What follows belongs to an exercise in optimizing a design on an open flow for small area, a short achievable clock period and few clock cycles per item; a production flow would make more cautious choices. Only simulation tests tie the RTL to the original design; equivalence was not proved. Power is estimated from default activity; no workload was simulated.

$ cat flow/config.mk
export PLATFORM = sky130hd
export DESIGN_NAME = vesc_cmd_encoder
export DESIGN_NICKNAME = vesc_cmd_encoder
export VERILOG_FILES = /design/flow/design.v
export SDC_FILE = /design/flow/constraint.sdc
export NUM_CORES = 4
export LEC_CHECK = 0
export CAP_MARGIN = 20
export CORE_MARGIN = 2
export CORE_UTILIZATION = 40
export SETUP_SLACK_MARGIN = 2
export SLEW_MARGIN = 20
$ cat flow/constraint.sdc
create_clock -name core_clock -period 36.0 [get_ports {clk}]
set_input_delay 7.2000 -clock core_clock [delete_from_list [all_inputs] [get_ports {clk}]]
set_output_delay 7.2000 -clock core_clock [all_outputs]
set_load 0.01 [all_outputs]
$ cat flow/design.v
module vesc_cmd_encoder (
    input  wire        clk,
    input  wire        rst,          
    input  wire        in_valid,
    output wire        in_ready,
    input  wire [2:0]  in_cmd,       
    input  wire [63:0] in_arg,       
    output reg         out_valid,
    input  wire        out_ready,
    output reg  [1:0]  out_status,   
    output reg  [3:0]  out_len,      
    output reg  [79:0] out_frame     
);
    reg v0, v1, v2, xv;
    reg rdy;                               
    wire adv = ~xv;                        
    wire ld  = ~out_valid | out_ready;     
    assign in_ready = rdy;
    reg [2:0]  c0;
    reg [63:0] a0;
    always @(posedge clk) begin
        if (adv) begin
            c0 <= in_cmd;
            a0 <= in_arg;
        end
    end
    wire        has_arg0 = c0[2] | c0[1];
    reg  [4:0]  at0;               
    reg         k1_0;              
    always @(*) begin
        k1_0 = 1'b1;
        case (c0)
            3'd2:    at0 = 5'd16;       
            3'd3:    at0 = 5'd9;        
            3'd4:    at0 = 5'd9;
            3'd6:    at0 = 5'd19;       
            3'd7:    at0 = 5'd9;
            default: begin at0 = 5'd0; k1_0 = 1'b0; end
        endcase
    end
    wire        s0     = a0[63];
    wire [10:0] e0     = a0[62:52];
    wire [51:0] f0     = a0[51:0];
    wire        enz0   = |e0;
    wire [52:0] m0     = {enz0, f0};
    wire [10:0] eeff0  = {e0[10:1], e0[0] | ~enz0};
    wire        nonfin0 = &e0;
    wire        fnz0   = |f0;
    wire        gt_one0 = e0[10] | ((e0 == 11'h3FF) & fnz0);
    wire        dom0   = (c0 == 3'd2) ? gt_one0 :
                         (c0 == 3'd7) ? (gt_one0 | (s0 & (enz0 | fnz0))) : 1'b0;
    wire [12:0] sh0    = 13'd1054 - {2'b0, eeff0} - {8'd0, at0};
    wire        shneg0 = sh0[12];
    wire        zero0  = ~has_arg0 | (~sh0[12] & (sh0[11:0] > 12'd34));
    wire [59:0] ya  = k1_0 ? {m0, 7'd0} : {1'b0, m0, 6'd0};
    wire [59:0] yb  = k1_0 ? ~{5'd0, m0, 2'd0} : 60'd0;
    wire [59:0] yc  = k1_0 ? {7'd0, m0} : 60'd0;
    wire [59:0] ys  = ya ^ yb ^ yc;
    wire [59:0] yk  = {((ya & yb) | (ya & yc) | (yb & yc)), 1'b0} ;
    wire [59:0] y0  = ys + yk[59:0] + {59'd0, k1_0};
    reg [59:0] y1;
    reg [2:0]  c1;
    reg        s1, shneg1, zero1, nonfin1, dom1;
    reg [5:0]  sh1;
    always @(posedge clk) begin
        if (adv) begin
            y1 <= y0; c1 <= c0; s1 <= s0; sh1 <= sh0[5:0];
            shneg1 <= shneg0; zero1 <= zero0; nonfin1 <= nonfin0 & has_arg0; dom1 <= dom0;
        end
    end
    wire k3125_1  = (c1 == 3'd2);
    wire k15625_1 = (c1 == 3'd6);
    wire [66:0] za = k3125_1 ? {1'b0, y1, 6'd0} : {y1, 7'd0};
    wire [66:0] zb = k3125_1 ? {2'd0, y1, 5'd0} : k15625_1 ? ~{5'd0, y1, 2'd0} : 67'd0;
    wire [66:0] zc = k3125_1 ? {5'd0, y1, 2'd0} : k15625_1 ? {7'd0, y1} : 67'd0;
    wire [66:0] zs = za ^ zb ^ zc;
    wire [66:0] zk = {((za & zb) | (za & zc) | (zb & zc)), 1'b0};
    wire [66:0] pp = zs + zk + {66'd0, k15625_1};
    wire        dp     = pp[66];
    wire        rb     = dp ? pp[13] : pp[12];
    wire        sticky = dp ? (|pp[12:0]) : (|pp[11:0]);
    wire        lsb    = dp ? pp[14] : pp[13];
    wire        inc    = rb & (sticky | lsb);
    wire        c20    = inc & (&pp[32:14]) & (dp | pp[13]);
    wire [34:0] r1     = {1'b0, pp[66:33]} + {34'd0, c20};    
    reg [34:0] r2, rx;
    reg [2:0]  c2, cx;
    reg        s2, shneg2, zero2, nonfin2, dom2;
    reg        sx, shnegx, zerox, nonfinx, domx;
    reg [5:0]  sh2, shx;
    always @(posedge clk) begin
        if (adv) begin
            r2 <= r1; c2 <= c1; s2 <= s1; sh2 <= sh1;
            shneg2 <= shneg1; zero2 <= zero1; nonfin2 <= nonfin1; dom2 <= dom1;
        end
        if (adv && !ld) begin
            rx <= r2; cx <= c2; sx <= s2; shx <= sh2;
            shnegx <= shneg2; zerox <= zero2; nonfinx <= nonfin2; domx <= dom2;
        end
    end
    wire [34:0] r3     = xv ? rx : r2;
    wire [2:0]  c3     = xv ? cx : c2;
    wire        s3     = xv ? sx : s2;
    wire [5:0]  sh3    = xv ? shx : sh2;
    wire        shneg3 = xv ? shnegx : shneg2;
    wire        zero3  = xv ? zerox : zero2;
    wire        nonfin3 = xv ? nonfinx : nonfin2;
    wire        dom3   = xv ? domx : dom2;
    wire        has_arg3 = c3[2] | c3[1];
    wire        w2_3     = (c3 == 3'd7);
    wire        w4_3     = has_arg3 & ~w2_3;
    reg  [7:0]  cmd_id3;
    always @(*) begin
        case (c3)
            3'd0: cmd_id3 = 8'h00;
            3'd1: cmd_id3 = 8'h04;
            3'd2: cmd_id3 = 8'h05;
            3'd3: cmd_id3 = 8'h06;
            3'd4: cmd_id3 = 8'h07;
            3'd5: cmd_id3 = 8'h08;
            3'd6: cmd_id3 = 8'h09;
            default: cmd_id3 = 8'h0C;
        endcase
    end
    wire [34:0] h    = zero3 ? 35'd0 : (r3 >> sh3);
    wire [33:0] phi  = h[34:1];
    wire        ovf  = shneg3 | (|phi[33:32]);
    wire [32:0] q33  = ({1'b0, phi[31:0]} ^ {33{s3}}) + {32'd0, h[0] ^ s3};
    wire [31:0] q    = q33[31:0];
    wire        werr = ovf | (q33[32] ^ q33[31]);
    wire [1:0]  status = nonfin3 ? 2'd1 : (has_arg3 & (dom3 | werr)) ? 2'd2 : 2'd0;
    wire        ok     = (status == 2'd0);
    function [15:0] crc16_byte(input [15:0] crc_in, input [7:0] data);
        integer b;
        reg [15:0] cc;
        begin
            cc = crc_in ^ {data, 8'h00};
            for (b = 0; b < 8; b = b + 1)
                cc = cc[15] ? ((cc << 1) ^ 16'h1021) : (cc << 1);
            crc16_byte = cc;
        end
    endfunction
    function [15:0] crc_q(input [31:0] qq);
        crc_q = crc16_byte(crc16_byte(crc16_byte(crc16_byte(16'h0, qq[31:24]), qq[23:16]),
                                      qq[15:8]), qq[7:0]);
    endfunction
    reg [15:0] crc_c;
    always @(*) begin
        case (c3)
            3'd0:    crc_c = crc16_byte(16'h0, 8'h00);
            3'd1:    crc_c = crc16_byte(16'h0, 8'h04);
            3'd7:    crc_c = crc16_byte(crc16_byte(crc16_byte(16'h0, 8'h0C), 8'h00), 8'h00);
            default: crc_c = crc16_byte(crc16_byte(crc16_byte(crc16_byte(crc16_byte(16'h0,
                                 cmd_id3), 8'h00), 8'h00), 8'h00), 8'h00);
        endcase
    end
    wire [15:0] crc = crc_c ^ crc_q(q);
    reg [79:0] frame;
    reg [3:0]  flen;
    always @(*) begin
        frame = 80'd0;
        flen  = 4'd0;
        if (ok) begin
            if (w4_3) begin
                flen  = 4'd10;
                frame = {8'h02, 8'h05, cmd_id3, q, crc, 8'h03};
            end else if (w2_3) begin
                flen  = 4'd8;
                frame = {8'h02, 8'h03, 8'h0C, q[15:0], crc, 8'h03, 16'd0};
            end else begin
                flen  = 4'd6;
                frame = {8'h02, 8'h01, cmd_id3, crc, 8'h03, 32'd0};
            end
        end
    end
    wire src_v = xv | (v2 & adv);
    always @(posedge clk) begin
        if (rst) begin
            v0 <= 1'b0; v1 <= 1'b0; v2 <= 1'b0; xv <= 1'b0; out_valid <= 1'b0;
        end else begin
            if (adv) begin
                v0 <= in_valid;
                v1 <= v0;
                v2 <= v1;
            end
            out_valid <= ld ? src_v : 1'b1;
            xv        <= xv_n;
        end
    end
    wire xv_n = ~rst & (ld ? 1'b0 : (xv | v2));
    always @(posedge clk)
        rdy <= ~xv_n;
    always @(posedge clk) begin
        if (ld && src_v) begin
            out_status <= status;
            out_len    <= flen;
            out_frame  <= frame;
        end
    end
endmodule
$ cat flow/run.sh
#!/bin/bash
# synth_recipe.tcl (not shown) runs the flow's synth.tcl, then flattens the netlist and writes it again
# the make line also repeats each setting of config.mk as NAME=value (left out here)
make -C /OpenROAD-flow-scripts/flow DESIGN_CONFIG=/design/flow/config.mk WORK_HOME=/design/flow/orfs CLKGATE_MAP_FILE= SYNTH_SCRIPT=/design/flow/synth_recipe.tcl finish
==> results by group <==
STA
  – Crit share post-route: 0.249
  – Clk_skew: 0.0263 ns
  – Fin. Hold Viols: 0
  – Slew @ Worst Pin: 1.05 ns
  – Final TNS setup: 0 ns
  – Final setup fails: 0
  – FMAX: 112 MHz
  – RSZ-0062 raised after global routing: no
  – Minimum clock period: 8.97 ns
  – Max Slew Vio Count: 0
  – Slew headroom: 0.293

Cells and area
  – Layout area overhead: 11.1%
  – Antenna cells: 0
  – Share of post-route cells with drive strength above 1: 0.0599
  – Fill cell count: 7662
  – Register area: 9100 um^2
  – Nets: 3766
  – Multi-input gate area: 20200 um^2
  – Cell Count, Final, Fillers Out: 4512

Synth
  – Mean Syn Cell Area: 9.14 um^2
  – Synthesis Warnings: 1
  – Top cells by area, synth: edfxtp_1 29%, fa_1 6.7%, ha_1 6.0%, mux2i_1 5.2%, xnor2_1 5.1%
  – Ys flop type: edfxtp_1
  – Synth cell types: 113
  – Yosys top cell area share: 0.290
  – Post-synth top area cell: edfxtp_1
  – Post-synth top cells: 299 x edfxtp_1, 261 x inv_1, 234 x nor2_1, 233 x nand2_1, 211 x o21ai_0
  – Synth Register Bits: 305
  – EDFF count, synth: 299
  – Count leader, synth: edfxtp_1
  – Cells after Synth: 3388
  – Async set-reset flop share out of synthesis: 0
  – Mapped cell area: 31000 um^2
  – Sequential fraction of the synthesis area: 0.294

CTS
  – Clk pin slew, worst setup/hold paths: 0.06 ns
  – Post_cts resized: 0
  – Setup bufs post-CTS: 0
  – CTS Hold Bufs: 0
  – CTS tree: built
  – Clock tree buffer depth: 3
  – H-Tree Depth: 2
  – Clk latency of the worst-skew pair: 0.57 ns
  – Root buf cell: clkbuf_16
  – Clock sinks: 305
  – Inserted Clock Buffers: 38

Worst setup path
  – CP max-delay cell: nor4_1
  – Crit-path max FO: 41
  – Critical Path Max Stage Delay: 0.68 ns
  – Required @ worst endpoint: 36.27 ns
  – Family with the most delay on the worst path: compound AO/OA/AOI/OAI gates
  – Critical path buffer and inverter count: 3
  – Data arrival, critical path: 9.24 ns
  – Startpoint Class: flop
  – Kind of critical path: reg -> reg
  – Worst setup EP type: flop

Floorplan
  – Initial Utilization: 0.402
  – Die Y: 282 um
  – Total die area: 79700 um^2
  – Core box area: 77100 um^2
  – Horiz. Die Dim: 282 um
  – FP Rows: 102
  – I/O Pins: 159

Route
  – DR DRC count: 0
  – Vias: 24600
  – Routed Antenna Nets: 0
  – DR vias/cell: 5.46
  – Number of DRC markers in iteration 0: 1935
  – Routed WL: 80800 um
  – DR pass1 iterations: 7
  – Routed WL per cell: 17.9 um

Place
  – DPL Wire Length: 64200 um
  – Port Buffers: 135
  – GPL Wtd Cong: 0.953
  – Placed Cells: 4442

Pwr
  – Worst vdd ir: 0.0644 mV
  – Int Pwr: 1.40 mW
  – Power Density: 76.2 nW/um^2
  – Combinational Power Share: 0.634
  – Leakage: 14.0 nW
  – NetSw: 1.23 mW
  – Sequential power share: 0.223
  – Clk pwr share: 0.143
  – Sw Ratio: 0.468

GRT
  – Total congestion overflow: 0
  – Overall Global Routing Usage: 0.202
  – Largest net degree at the start of global routing: 114
  – Vias in the first global route: 23600
  – Initial antenna violation count: 0
  – First-pass GRT wire length: 129000 um

Run
  – Max Cap Violations: 0

Min path
  – Hold Crit Class: reg -> reg

Outcome
  – Status: no timing/DRC/antenna violations
[per-stage QoR]
step / total power [mW] / cell area, um^2 / hold WS, ns / worst slack (ns) / util
after floorplan: 1.82 / 31100 / 0.400 / 26.10 / -
after global placement: 2.23 / 33200 / 0.403 / 26.93 / 0.430
after detailed placement: 2.22 / 33200 / 0.405 / 26.93 / 0.430
after CTS: 2.61 / 34400 / 0.409 / 27.02 / 0.446
after global routing: 2.83 / 34400 / 0.416 / 26.06 / 0.446
final: 2.62 / 34400 / 0.408 / 27.03 / 0.446
[cell usage in the layout, fill, tap and decap left out, types with 32 or more instances in the layout]
cell type / Yosys / routed
nand4_1: 36 / 36
buf_4: 39 / 32
xor2_1: 59 / 59
inv_1: 261 / 260
a21boi_0: 49 / 49
nor3_1: 65 / 65
nand2_1: 233 / 232
a21oi_1: 193 / 193
o21ai_0: 211 / 211
nor2_1: 234 / 232
clkbuf_16: 0 / 38
nand2b_1: 78 / 78
nor4_1: 50 / 50
and2_1: 82 / 82
nand3_1: 78 / 78
a21o_1: 81 / 81
ha_1: 149 / 149
edfxtp_1: 299 / 299
nor2b_1: 118 / 117
mux2_2: 53 / 53
mux2i_1: 160 / 157
clkdlybuf4s50_1: 0 / 135
xnor2_1: 180 / 180
fa_1: 104 / 104
[cell families after synthesis]
logic type	count (synthesis)	synth area share
buf+inv	436	0.0596
simple gates	1061	0.175
compound gates	835	0.176
other cells	1	0.000121
fa+ha+maj	253	0.127
mux	227	0.0790
xor+xnor	270	0.0895
flops	305	0.294
[path summary, 6_finish.rpt]
| check | from | end | slack [ns] | cells past startpoint |
|---|---|---|---|---|
| max | c1[0] | r2[33] | 27.03 | 30 |
| min | nonfin1 | nonfin2 | 0.41 | 0 |
| max reg2reg | c1[0] | r2[33] | 27.03 | 30 |
| min reg2reg | nonfin1 | nonfin2 | 0.41 | 0 |
[layer usage]
| layer | track usage | vias up | wire, um |
|---|---|---|---|
| met5 | 0 | - | 0 |
| met4 | 0.0543 | 0 | 1890 |
| met3 | 0.0259 | 119 | 4370 |
| met2 | 0.327 | 683 | 36900 |
| met1 | 0.284 | 11600 | 37600 |
| li1 | - | 12300 | - |
[registers in the layout, summed over array words and instances, names as in the netlist, 6 cells and up]
signal	flops
a0	64
out_frame	55
r2	35
rx	35
sh1	6
sh2	6
shx	6
y1	60
[power by group through the flow]
stage | combinational [mW] | clock, mW | sequential (mW)
after floorplan | 1.26 | 0 | 0.551
after global placement | 1.64 | 0 | 0.589
after detailed placement | 1.63 | 0 | 0.591
after CTS | 1.64 | 0.386 | 0.583
after global routing | 1.83 | 0.400 | 0.594
final | 1.66 | 0.374 | 0.584
[cell type report]
| class | count | share of cell area |
|---|---|---|
| Multi-Input combinational cell | 2669 | 0.587 |
| Sequential cell | 305 | 0.265 |
| Tap cell | 1040 | 0.0378 |
| Clock inverter | 32 | 0.00829 |
| Timing Repair Buffer | 167 | 0.0463 |
| Clock buffer | 38 | 0.0276 |
| Inverter | 261 | 0.0287 |
Testbench counts, summed over its fixed seeds: cycles 8,032, items 8,000.

## static timing again, ports no longer ideal
In the flow no input, the clock included, has a driving cell. The finished layout below was timed again as built, in two steps. Step 1 assumes that a clkbuf_16 drives the clock port and a buf_2 every other input. Step 2 adds t to the input delays and takes it off the output delays; t is the mean of the earliest and latest rising clock arrival at the registers after step 1. Input paths then give back, and output paths get back, about the clock's delay inside the block. Slacks: ideal ports / drivers / drivers and shift; pairs: ideal ports / drivers.
shift t [ns]: 0.624
setup WS [ns]: 27.033 / 27.033 / 26.912
hold WS [ns]: 0.408 / 0.408 / 0.408
worst setup path after step 2: input to register
After both steps setup and hold are still met in this run. For this run, drivers alone change the setup slack by 0.000 ns; drivers and shift together by -0.121 ns.
